Source: an optimization exercise on an open RTL-to-GDS flow (aim: small area, a short achievable clock period and few clock cycles). Production flows keep margins and buffers that such runs may drop.
The RTL was checked by simulation tests, not by an equivalence proof against the original design.

==> inputs of 12-20 <==
==> flow/design.v <==
module ptwb (
    input  wire        clk,
    input  wire        rst,           
    input  wire        host_we,
    input  wire [3:0]  host_addr,
    input  wire [63:0] host_wdata,
    output reg  [63:0] host_rdata,
    output wire        busy,
    output wire        mem_req,
    output wire        mem_we,
    output wire [63:0] mem_addr,
    output wire [63:0] mem_wdata,
    input  wire        mem_ready,
    input  wire [63:0] mem_rdata,
    output wire        alloc_req,
    input  wire        alloc_ready,
    input  wire        alloc_oom,
    input  wire [63:0] alloc_frame
);
    localparam [3:0] OP_FRAME_TO_PHYS    = 4'h1;
    localparam [3:0] OP_PHYS_TO_FRAME    = 4'h2;
    localparam [3:0] OP_PHYS_TO_ROOT_REG = 4'h3;
    localparam [3:0] OP_VPN              = 4'h4;
    localparam [3:0] OP_INDEX            = 4'h5;
    localparam [3:0] OP_ENTRY_READ       = 4'h6;
    localparam [3:0] OP_ENTRY_WRITE      = 4'h7;
    localparam [3:0] OP_WALK_LOOKUP      = 4'h8;
    localparam [3:0] OP_WALK_ALLOC       = 4'h9;
    localparam [3:0] OP_PAGE_MAP         = 4'hA;
    localparam [2:0] ERR_NONE            = 3'd0;
    localparam [2:0] ERR_OUT_OF_MEMORY   = 3'd1;
    localparam [2:0] ERR_PAGE_FAULT      = 3'd2;
    localparam [2:0] ERR_ALREADY_MAPPED  = 3'd3;
    localparam [2:0] ERR_INVALID_ADDRESS = 3'd4;
    localparam [3:0] FC_NONE             = 4'd0;
    localparam [3:0] FC_ILLEGAL_OP       = 4'd1;
    localparam [3:0] FC_RESERVED_BITS    = 4'd2;
    localparam [3:0] FC_INDEX_OOB        = 4'd3;
    localparam [3:0] FC_ROOT_MISALIGNED  = 4'd4;
    localparam [3:0] FC_SIZE_ZERO        = 4'd5;
    localparam [3:0] FC_FLAGS_NO_RWX     = 4'd6;
    localparam [3:0] FC_WRITE_WHILE_BUSY = 4'd7;
    reg [31:0] r_cmd;
    reg [63:0] r_root, r_va, r_pa, r_size, r_pte, r_idx;
    reg [63:0] r_result;
    reg        s_done, s_fault;
    reg [2:0]  s_err;
    reg [3:0]  s_cause;
    reg [51:0] cv;           
    reg [63:0] cp;           
    reg        s_rd;         
    reg        s_alloc;      
    reg        s_link;       
    reg        s_lrd;        
    reg        s_lwr;        
    reg        s_ard;        
    reg        s_awr;        
    reg        c_map;        
    reg        c_alc;        
    reg        c_l1;         
    reg [63:3] ma;           
    reg [51:0] fr;           
    reg [26:0] lst;          
    reg        lst_hi;       
    assign busy = s_rd | s_alloc | s_link | s_lrd | s_lwr | s_ard | s_awr;
    assign mem_req   = s_rd | s_link | s_lrd | s_lwr | s_ard | s_awr;
    assign mem_we    = s_link | s_lwr | s_awr;
    assign alloc_req = s_alloc;
    assign mem_addr  = {ma, 3'b0};
    assign mem_wdata = s_awr ? r_pte
                             : {2'b00, (s_link ? fr : cp[63:12]), 2'b00,
                                (s_link ? 8'h00 : r_cmd[15:8]) | 8'h01};
    wire [31:0] status = {20'b0, s_cause, 1'b0, 1'b0, s_fault, s_err, s_done, busy};
    always @(*) begin
        case (host_addr)
            4'd0:    host_rdata = {32'b0, r_cmd};
            4'd1:    host_rdata = {32'b0, status};
            4'd2:    host_rdata = r_root;
            4'd3:    host_rdata = r_va;
            4'd4:    host_rdata = r_pa;
            4'd5:    host_rdata = r_size;
            4'd6:    host_rdata = r_pte;
            4'd7:    host_rdata = r_idx;
            4'd8:    host_rdata = r_result;
            4'd9:    host_rdata = {cv, 12'b0};
            4'd10:   host_rdata = cp;
            default: host_rdata = 64'b0;
        endcase
    end
    wire [31:0] w    = host_wdata[31:0];
    wire [3:0]  w_op = w[3:0];
    wire        uses_root = (w_op >= OP_INDEX) && (w_op <= OP_PAGE_MAP);
    wire        uses_idx  = (w_op >= OP_INDEX) && (w_op <= OP_ENTRY_WRITE);
    reg [3:0] issue_cause;
    always @(*) begin
        if (w_op == 4'h0 || w_op > OP_PAGE_MAP)
            issue_cause = FC_ILLEGAL_OP;
        else if (w[7:6] != 2'b0 || w[31:16] != 16'b0)
            issue_cause = FC_RESERVED_BITS;
        else if (uses_root && r_root[11:0] != 12'b0)
            issue_cause = FC_ROOT_MISALIGNED;
        else if (uses_idx && r_idx[63:9] != 55'b0)
            issue_cause = FC_INDEX_OOB;
        else if (w_op == OP_PAGE_MAP && r_size == 64'b0)
            issue_cause = FC_SIZE_ZERO;
        else if (w_op == OP_PAGE_MAP && (w[15:8] & 8'h0E) == 8'b0)
            issue_cause = FC_FLAGS_NO_RWX;
        else
            issue_cause = FC_NONE;
    end
    wire cmd_wr = host_we && !busy && host_addr == 4'd0 && !s_fault;
    wire issue  = cmd_wr && issue_cause == FC_NONE;
    reg [63:0] pure_result;
    always @(*) begin
        case (w_op)
            OP_FRAME_TO_PHYS:    pure_result = {r_pte[61:10], 12'b0};
            OP_PHYS_TO_FRAME:    pure_result = {2'b00, r_pa[63:12], 10'b0};
            OP_PHYS_TO_ROOT_REG: pure_result = {4'b1000, 8'b0, r_pa[63:12]};
            OP_VPN: begin
                case (w[5:4])
                    2'd0:    pure_result = {55'b0, r_va[20:12]};
                    2'd1:    pure_result = {55'b0, r_va[29:21]};
                    2'd2:    pure_result = {55'b0, r_va[38:30]};
                    default: pure_result = {55'b0, r_va[47:39]};
                endcase
            end
            default:             pure_result = {r_root[63:12], r_idx[8:0], 3'b0};   
        endcase
    end
    wire va_bad = r_va[63:39] != 25'b0;
    wire [64:0] map_end = {1'b0, r_va} + {1'b0, r_size} - 65'd1;
    wire [26:0] wv = c_map ? cv[26:0] : r_va[38:12];
    wire [51:0] nt = s_link ? fr : mem_rdata[61:10];
    wire [27:0] cv_inc  = cv[27:0] + 28'd1;
    wire        is_last = !lst_hi && cv[26:0] == lst;
    wire        nxt_bad = cv_inc[27];
    wire rd_ok   = s_rd & mem_ready;
    wire link_ok = s_link & mem_ready;
    wire step    = (rd_ok & mem_rdata[0]) | link_ok;    
    always @(posedge clk) begin
        if (rst) begin
            r_cmd    <= 32'b0;
            r_root   <= 64'b0;
            r_va     <= 64'b0;
            r_pa     <= 64'b0;
            r_size   <= 64'b0;
            r_pte    <= 64'b0;
            r_idx    <= 64'b0;
            r_result <= 64'b0;
            s_done   <= 1'b0;
            s_fault  <= 1'b0;
            s_err    <= ERR_NONE;
            s_cause  <= FC_NONE;
            cv       <= 52'b0;
            cp       <= 64'b0;
            s_rd     <= 1'b0;
            s_alloc  <= 1'b0;
            s_link   <= 1'b0;
            s_lrd    <= 1'b0;
            s_lwr    <= 1'b0;
            s_ard    <= 1'b0;
            s_awr    <= 1'b0;
        end else begin
            if (host_we) begin
                if (busy) begin
                    if (!s_fault) begin
                        s_fault <= 1'b1;
                        s_cause <= FC_WRITE_WHILE_BUSY;
                    end
                end else begin
                    case (host_addr)
                        4'd2: r_root <= host_wdata;
                        4'd3: r_va   <= host_wdata;
                        4'd4: r_pa   <= host_wdata;
                        4'd5: r_size <= host_wdata;
                        4'd6: r_pte  <= host_wdata;
                        4'd7: r_idx  <= host_wdata;
                        default: ;
                    endcase
                end
            end
            if (cmd_wr) begin
                r_cmd  <= w;
                s_done <= 1'b0;
                s_err  <= ERR_NONE;
                if (!issue) begin
                    s_fault <= 1'b1;
                    s_cause <= issue_cause;
                end else begin
                    r_result <= 64'b0;
                    case (w_op)
                        OP_ENTRY_READ:  s_ard <= 1'b1;
                        OP_ENTRY_WRITE: s_awr <= 1'b1;
                        OP_WALK_LOOKUP, OP_WALK_ALLOC, OP_PAGE_MAP: begin
                            if (va_bad) begin
                                s_done <= 1'b1;
                                s_err  <= ERR_INVALID_ADDRESS;
                            end else begin
                                s_rd <= 1'b1;
                            end
                        end
                        default: begin
                            r_result <= pure_result;
                            s_done   <= 1'b1;
                        end
                    endcase
                    if (w_op == OP_PAGE_MAP) begin
                        cv <= r_va[63:12];
                        cp <= r_pa;
                    end
                end
            end
            if (s_ard && mem_ready) begin
                r_result <= mem_rdata;
                s_done   <= 1'b1;
                s_ard    <= 1'b0;
            end
            if (s_awr && mem_ready) begin
                s_done <= 1'b1;
                s_awr  <= 1'b0;
            end
            if (rd_ok && !mem_rdata[0]) begin
                s_rd <= 1'b0;
                if (c_alc) begin
                    s_alloc <= 1'b1;
                end else begin
                    s_err  <= ERR_PAGE_FAULT;
                    s_done <= 1'b1;
                end
            end
            if (s_alloc && alloc_ready) begin
                s_alloc <= 1'b0;
                if (alloc_oom) begin
                    s_err  <= ERR_OUT_OF_MEMORY;
                    s_done <= 1'b1;
                end else begin
                    s_link <= 1'b1;
                end
            end
            if (step) begin
                s_link <= 1'b0;
                if (!c_l1) begin
                    s_rd <= 1'b1;
                end else begin
                    s_rd <= 1'b0;
                    if (c_map) begin
                        s_lrd <= 1'b1;
                    end else begin
                        r_result <= {nt, wv[8:0], 3'b0};
                        s_done   <= 1'b1;
                    end
                end
            end
            if (s_lrd && mem_ready) begin
                s_lrd <= 1'b0;
                if (mem_rdata[0]) begin
                    s_err  <= ERR_ALREADY_MAPPED;
                    s_done <= 1'b1;
                end else begin
                    s_lwr <= 1'b1;
                end
            end
            if (s_lwr && mem_ready) begin
                s_lwr <= 1'b0;
                cv[27:0]  <= cv_inc;
                cp[63:12] <= cp[63:12] + 52'd1;
                if (is_last) begin
                    s_done <= 1'b1;
                end else if (nxt_bad) begin
                    s_err  <= ERR_INVALID_ADDRESS;
                    s_done <= 1'b1;
                end else begin
                    s_rd <= 1'b1;
                end
            end
        end
    end
    always @(posedge clk) begin
        if (issue) begin
            c_map  <= (w_op == OP_PAGE_MAP);
            c_alc  <= (w_op == OP_WALK_ALLOC) || (w_op == OP_PAGE_MAP);
            c_l1   <= 1'b0;
            lst    <= map_end[38:12];
            lst_hi <= map_end[64:39] != 26'b0;
            if (w_op == OP_ENTRY_READ || w_op == OP_ENTRY_WRITE)
                ma <= {r_root[63:12], r_idx[8:0]};
            else
                ma <= {r_root[63:12], r_va[38:30]};
        end
        if (step) begin
            c_l1 <= ~c_l1;
            ma   <= {nt, (c_l1 ? wv[8:0] : wv[17:9])};
        end
        if (s_alloc && alloc_ready)
            fr <= alloc_frame[63:12];
        if (s_lwr && mem_ready) begin
            ma <= {r_root[63:12], cv_inc[26:18]};
        end
    end
endmodule
==> flow/run.sh <==
#!/bin/bash
# synth_recipe.tcl (not shown) runs the flow's synth.tcl, then flattens the netlist and writes it again
# the make line also repeats each setting of config.mk as NAME=value (left out here)
make -C /OpenROAD-flow-scripts/flow DESIGN_CONFIG=/design/flow/config.mk WORK_HOME=/design/flow/orfs CLKGATE_MAP_FILE= SYNTH_SCRIPT=/design/flow/synth_recipe.tcl finish
==> flow/config.mk <==
export PLATFORM = sky130hd
export DESIGN_NAME = ptwb
export DESIGN_NICKNAME = ptwb
export VERILOG_FILES = /design/flow/design.v
export SDC_FILE = /design/flow/constraint.sdc
export NUM_CORES = 4
export LEC_CHECK = 0
export CAP_MARGIN = 20
export CORE_MARGIN = 2
export CORE_UTILIZATION = 40
export PLACE_DENSITY = 0.6
export SLEW_MARGIN = 20
==> flow/constraint.sdc <==
create_clock -name core_clock -period 8.0 [get_ports {clk}]
set_input_delay 1.6000 -clock core_clock [delete_from_list [all_inputs] [get_ports {clk}]]
set_output_delay 1.6000 -clock core_clock [all_outputs]
set_load 0.01 [all_outputs]
==> inputs of 10-26, as changes to 12-20 <==
--- a/flow/design.v
+++ b/flow/design.v
@@ -59,7 +59,6 @@
     reg        c_alc;        
     reg        c_l1;         
     reg [63:3] ma;           
-    reg [51:0] fr;           
     reg [26:0] lst;          
     reg        lst_hi;       
     assign busy = s_rd | s_alloc | s_link | s_lrd | s_lwr | s_ard | s_awr;
@@ -68,7 +67,7 @@
     assign alloc_req = s_alloc;
     assign mem_addr  = {ma, 3'b0};
     assign mem_wdata = s_awr ? r_pte
-                             : {2'b00, (s_link ? fr : cp[63:12]), 2'b00,
+                             : {2'b00, (s_link ? r_result[63:12] : cp[63:12]), 2'b00,
                                 (s_link ? 8'h00 : r_cmd[15:8]) | 8'h01};
     wire [31:0] status = {20'b0, s_cause, 1'b0, 1'b0, s_fault, s_err, s_done, busy};
     always @(*) begin
@@ -81,7 +80,7 @@
             4'd5:    host_rdata = r_size;
             4'd6:    host_rdata = r_pte;
             4'd7:    host_rdata = r_idx;
-            4'd8:    host_rdata = r_result;
+            4'd8:    host_rdata = busy ? 64'b0 : r_result;    
             4'd9:    host_rdata = {cv, 12'b0};
             4'd10:   host_rdata = cp;
             default: host_rdata = 64'b0;
@@ -130,7 +129,7 @@
     wire va_bad = r_va[63:39] != 25'b0;
     wire [64:0] map_end = {1'b0, r_va} + {1'b0, r_size} - 65'd1;
     wire [26:0] wv = c_map ? cv[26:0] : r_va[38:12];
-    wire [51:0] nt = s_link ? fr : mem_rdata[61:10];
+    wire [51:0] nt = s_link ? r_result[63:12] : mem_rdata[61:10];
     wire [27:0] cv_inc  = cv[27:0] + 28'd1;
     wire        is_last = !lst_hi && cv[26:0] == lst;
     wire        nxt_bad = cv_inc[27];
@@ -234,9 +233,12 @@
                     s_err  <= ERR_OUT_OF_MEMORY;
                     s_done <= 1'b1;
                 end else begin
-                    s_link <= 1'b1;
+                    s_link   <= 1'b1;
+                    r_result <= {alloc_frame[63:12], 12'b0};
                 end
             end
+            if (link_ok)
+                r_result <= 64'b0;
             if (step) begin
                 s_link <= 1'b0;
                 if (!c_l1) begin
@@ -291,8 +293,6 @@
             c_l1 <= ~c_l1;
             ma   <= {nt, (c_l1 ? wv[8:0] : wv[17:9])};
         end
-        if (s_alloc && alloc_ready)
-            fr <= alloc_frame[63:12];
         if (s_lwr && mem_ready) begin
             ma <= {r_root[63:12], cv_inc[26:18]};
         end
==> flow/flow/run.sh (new file) <==
#!/bin/bash
# Standard ORFS layout (the standard.sh, standard synthesis unchanged), with the port
# buffers made from plain sky130 buffers instead of the delay buffer buffer_ports picks by
# default. The make output goes to standard_make.log; ORFS keeps each step's log under orfs/logs.
set -euo pipefail
bash standard.sh "BUFFER_PORTS_ARGS=-buffer_cell sky130_fd_sc_hd__buf_1" finish > standard_make.log 2>&1
==> flow/standard.sh (new file) <==
#!/bin/bash
# synth_recipe.tcl (not shown) runs the flow's synth.tcl, then flattens the netlist and writes it again
# the make line also repeats each setting of config.mk as NAME=value (left out here)
make -C /OpenROAD-flow-scripts/flow DESIGN_CONFIG=/design/flow/config.mk WORK_HOME=/design/flow/orfs CLKGATE_MAP_FILE= SYNTH_SCRIPT=/design/flow/synth_recipe.tcl "${@:-finish}"
- SETUP_SLACK_MARGIN: not set -> 3.5
removed: flow/run.sh
==> reports/metrics.yaml <==
finalPower_mw: 8.95
yosysTopAreaCellShare: 0.292
multi_input_area_share: 0.458
viasPerCell: 6.21
inverters_excl_clock: 288
grt_util_met2: 0.545
dieArea_mm2: 0.107
die_x_um: 328
p_sw_frac: 0.267
muxShareOfSynthArea: 0.0366
path_cells: "clkdlybuf4s50_1, nand2b_1, nor3_2, buf_12, a22o_1, a221oi_1, nand4_1, clkdlybuf4s50_1"
status: "timing/DRC/antenna clean"
place_area_mm2: 0.0467
[end of results for 12-20]
==> reports/metrics.yaml <==
cts_made_buffers: 83
multi_input_area_share: 0.487
viasPerCell: 6.50
status: "timing/DRC/antenna clean"
grt-ovfl-total: 0
pwr_density_cell_mw_per_mm2: 178
finalPower_mw: 8.79
dieArea_mm2: 0.104
buffers: 623
fillCellCount: 10025
muxShareOfSynthArea: 0.0366
yosysTopAreaCellShare: 0.301
grt_util_met2: 0.576
inverters_excl_clock: 286
place_area_mm2: 0.0432
[end of results for 10-26]
Testbench counts of 12-20, summed over its fixed seeds: cycles 34,859.
Testbench counts of 10-26, summed over its fixed seeds: cycles 34,859.

==> afterwards: timing with drivers on the ports <==
In the flow no input, the clock included, has a driving cell. The finished layouts below were timed again as built, in two steps.
Step 1 assumes that a clkbuf_16 drives the clock port and a buf_2 every other input.
Step 2, shift: input delay + t, output delay - t, t = (earliest + latest rising clock arrival at the registers) / 2. This alone moves slack from input paths to output paths.
Three values: ideal, step 1, step 2; two values: the first two.
| run | shift t [ns] | slack for setup (ns) | clock arrival spread, ns | worst slew at a driven data input, ns |
|---|---|---|---|---|
| 12-20 | 0.751 | 1.541 / 1.518 / 1.518 | 0.035 / 0.034 | 0.17 |
| 10-26 | 0.748 | 2.937 / 2.846 / 2.846 | 0.042 / 0.043 | 0.19 |
After both steps every run listed still meets setup and hold. For 10-26, which loses most, drivers alone change the setup slack by -0.091 ns; drivers and shift together by -0.091 ns.
